What follows belongs to an exercise in optimizing a design on an open flow for small area, a short achievable clock period and few clock cycles; a production flow would make more cautious choices.
Function was checked by simulation only, so behaviour that the tests miss may differ from the original.
No activity file was given, so power comes from the tool's default toggle rates.

== the previous run ==
==> flow/design.v (excerpt) <==
module hxp_stream (
    input  wire        clk,
    input  wire        rst,
    input  wire        in_valid,
    output wire        in_ready,
    input  wire [7:0]  in_data,
    input  wire        in_end,
    output wire        out_valid,
    input  wire        out_ready,
    output wire [31:0] out_addr,
    output wire [7:0]  out_len,
    output wire [7:0]  out_data,
    output wire        out_last,
    output wire        done,
    output wire [3:0]  res_code,
    output wire [31:0] res_line,
    output wire [15:0] res_ext,
    output wire [7:0]  res_calc,
    output wire [7:0]  res_decl,
    output wire [1:0]  res_cause
);
export LEC_CHECK = 0
export ABC_AREA = 1
export CAP_MARGIN = 20
export CORE_MARGIN = 2
export CORE_UTILIZATION = 45
export CTS_BUF_LIST = sky130_fd_sc_hd__clkbuf_16 sky130_fd_sc_hd__clkbuf_8
export CTS_CLUSTER_DIAMETER = 100
export CTS_CLUSTER_SIZE = 28
export PLACE_DENSITY = 0.68
export SETUP_SLACK_MARGIN = 3.9
export SLEW_MARGIN = 20
create_clock -name core_clock -period 6.5 [get_ports {clk}]
run.sh (not shown) runs the stock make flow with config.mk's settings and CLKGATE_MAP_FILE= SYNTH_SCRIPT=/design/flow/synth_recipe.tcl, a recipe that flattens the netlist after the stock synthesis.
The previous run ended with every stage complete and zero timing, DRC or antenna violations.
Testbench counts of the previous run, summed over its fixed seeds: cycles 85,465.
## Diff of input files: the current run against the previous run
Settings: an added GPL_ROUTABILITY_DRIVEN of 0.
### Flow results
- Looking at final critical delay including setup and external delays, the current run sits 0.0031 ns higher than the previous run does.
- The combinational fraction of design power in the current run sits 0.2 points below the value recorded for the previous run.
- [compare] base=the previous run new=the current run: logic depth of the worst register-to-register path +5; static power due to leakage ~0 delta.
- Slowest cell on the critical path: dfxtp_4 -> the current run, dfxtp_2 -> the previous run
- Looking at endpoint of the most critical setup path, the out_addr[21] result is from the previous run; the res_line[20] one comes from the current run.

* * *

## run 1
Another version of the RTL of hxp_stream (not shown whole).
Size in the first run: about 140 I/O pins, roughly 0.060 sq mm of cells after synthesis.
Settings: LEC_CHECK=0, ABC_AREA=1, CAP_MARGIN=20, CORE_MARGIN=2, CORE_UTILIZATION=40, CTS_BUF_LIST=sky130_fd_sc_hd__clkbuf_16 sky130_fd_sc_hd__clkbuf_8, CTS_CLUSTER_DIAMETER=100, CTS_CLUSTER_SIZE=28, PLACE_DENSITY=0.6, SETUP_SLACK_MARGIN=3.9, SLEW_MARGIN=20, TNS_END_PERCENT=20; clock period 6.5 ns.
Run 1 has completed all stages; timing, DRC and antenna checks passed.
Testbench counts of run 1, summed over its fixed seeds: cycles 85,465.
### run 1 -> run 2
# run 1
export LEC_CHECK = 0
export ABC_AREA = 1
export CAP_MARGIN = 20
export CORE_MARGIN = 2
export CORE_UTILIZATION = 40
export CTS_BUF_LIST = sky130_fd_sc_hd__clkbuf_16 sky130_fd_sc_hd__clkbuf_8
export CTS_CLUSTER_DIAMETER = 100
export CTS_CLUSTER_SIZE = 28
export PLACE_DENSITY = 0.6
export SETUP_SLACK_MARGIN = 3.9
export SLEW_MARGIN = 20
export TNS_END_PERCENT = 20
create_clock -name core_clock -period 6.5 [get_ports {clk}]
# run 2
export LEC_CHECK = 0
export CAP_MARGIN = 20
export CORE_MARGIN = 2
export CORE_UTILIZATION = 40
export CTS_BUF_LIST = sky130_fd_sc_hd__clkbuf_16 sky130_fd_sc_hd__clkbuf_8
export CTS_CLUSTER_DIAMETER = 100
export CTS_CLUSTER_SIZE = 30
export PLACE_DENSITY = 0.6
export SETUP_SLACK_MARGIN = 4.1
export SLEW_MARGIN = 20
create_clock -name core_clock -period 6.5 [get_ports {clk}]
==> comparison <==
- Between run 2 and run 1, it is run 2 whose global-route usage is lower, by 0.33 points.
- Routed wire in run 2 totals less than in run 1.
- Summary — instance count on the critical path, run 2 relative to run 1: higher, by 10.
- Summary — global-route wire length before repair, run 2 relative to run 1: lower, by about 3.6%.
- Run 2 vs. run 1: final cell count decreased about 8%; die footprint went down by 0.35%; share of total power in the clock network went down.
- Post-route clock period utilization in run 2 vs run 1: down 2.2 points
- Any difference in width of the die between run 2 and run 1 is small enough to ignore.
- A critical path's slowest cell of sky130_fd_sc_hd__edfxtp_1 is what run 2 shows, while sky130_fd_sc_hd__dfxtp_2 belongs to run 1.
- NOTE clock buffer count from CTS run 1->run 2 decreased by a few percent
- Re post-CTS setup-driven buffer insertion count: run 1 was lower than run 2.
--- input diff run 2..run 3 ---
# run 2
export LEC_CHECK = 0
export CAP_MARGIN = 20
export CORE_MARGIN = 2
export CORE_UTILIZATION = 40
export CTS_BUF_LIST = sky130_fd_sc_hd__clkbuf_16 sky130_fd_sc_hd__clkbuf_8
export CTS_CLUSTER_DIAMETER = 100
export CTS_CLUSTER_SIZE = 30
export PLACE_DENSITY = 0.6
export SETUP_SLACK_MARGIN = 4.1
export SLEW_MARGIN = 20
create_clock -name core_clock -period 6.5 [get_ports {clk}]
# run 3
export LEC_CHECK = 0
export ABC_AREA = 1
export CAP_MARGIN = 20
export CORE_MARGIN = 2
export CORE_UTILIZATION = 40
export CTS_BUF_LIST = sky130_fd_sc_hd__clkbuf_16 sky130_fd_sc_hd__clkbuf_8
export CTS_CLUSTER_DIAMETER = 100
export CTS_CLUSTER_SIZE = 30
export PLACE_DENSITY = 0.6
export SETUP_SLACK_MARGIN = 3.9
export SLEW_MARGIN = 20
create_clock -name core_clock -period 6.5 [get_ports {clk}]
Results
Compared with run 2, in run 3 quantity of gates resized following cts lost 133, multi-input combinational cell count picked up an extra about 34%. [compare] base=run 2 new=run 3: cell area after synthesis now larger, multiplexer share of the synthesized area lower, starting DRC count in detailed routing went up by 45%, final wirelength now sits higher.
Input-level comparison between run 4 and run 3:
# run 3
export LEC_CHECK = 0
export ABC_AREA = 1
export CAP_MARGIN = 20
export CORE_MARGIN = 2
export CORE_UTILIZATION = 40
export CTS_BUF_LIST = sky130_fd_sc_hd__clkbuf_16 sky130_fd_sc_hd__clkbuf_8
export CTS_CLUSTER_DIAMETER = 100
export CTS_CLUSTER_SIZE = 30
export PLACE_DENSITY = 0.6
export SETUP_SLACK_MARGIN = 3.9
export SLEW_MARGIN = 20
create_clock -name core_clock -period 6.5 [get_ports {clk}]
# run 4
export LEC_CHECK = 0
export CAP_MARGIN = 20
export CORE_MARGIN = 2
export CORE_UTILIZATION = 40
export CTS_BUF_LIST = sky130_fd_sc_hd__clkbuf_16 sky130_fd_sc_hd__clkbuf_8
export CTS_CLUSTER_DIAMETER = 100
export CTS_CLUSTER_SIZE = 30
export PLACE_DENSITY = 0.6
export SETUP_SLACK_MARGIN = 3.9
export SLEW_MARGIN = 20
create_clock -name core_clock -period 6.5 [get_ports {clk}]
### Flow results
Run 3 closes out successfully: all stages finished, all timing, DRC and antenna checks passed.
Run 4 reached the end of the flow, and the finished layout is clean on the timing, design-rule and antenna checks.
Run 4 reports its kind of critical path as reg2reg while run 3 reports reg2out.
Estimated wirelength of the detail-placed design of run 4 falls short of that of run 3 by a little under 10%.
Lower post-layout worst setup margin among run 4 and run 3: run 4
Run 4 vs run 3 on final-layout clock buffer total: run 4 is the higher one.
Run 4 vs. run 3: number of antenna violations at the first check in global routing has decreased; die area now smaller; area overhead of the layout relative to synthesis saw an increase.

## what the ideal ports hide
In the flow no input, the clock included, has a driving cell. The finished layouts below were timed again as built, in two steps.
Step 1 assumes that a clkbuf_16 drives the clock port and a buf_2 every other input.
Step 2, shift: input delay + t, output delay - t, t = (earliest + latest rising clock arrival at the registers) / 2. This alone moves slack from input paths to output paths.
a / b / c = no drivers / after step 1 / after step 2; a / b = the first two.
run	shift t [ns]	setup slack, ns	pins driven straight from the clock port
the previous run	0.765	3.954 / 3.887 / 3.294	1
the current run	0.782	3.951 / 3.885 / 3.311	1
run 1	0.795	3.738 / 3.663 / 3.088	1
run 2	0.796	3.884 / 3.877 / 3.419	1
run 3	0.791	3.942 / 3.867 / 3.266	1
run 4	0.799	3.919 / 3.874 / 3.235	1
After both steps every run listed still meets setup and hold. For run 4, which loses most, drivers alone change the setup slack by -0.045 ns; drivers and shift together by -0.684 ns.
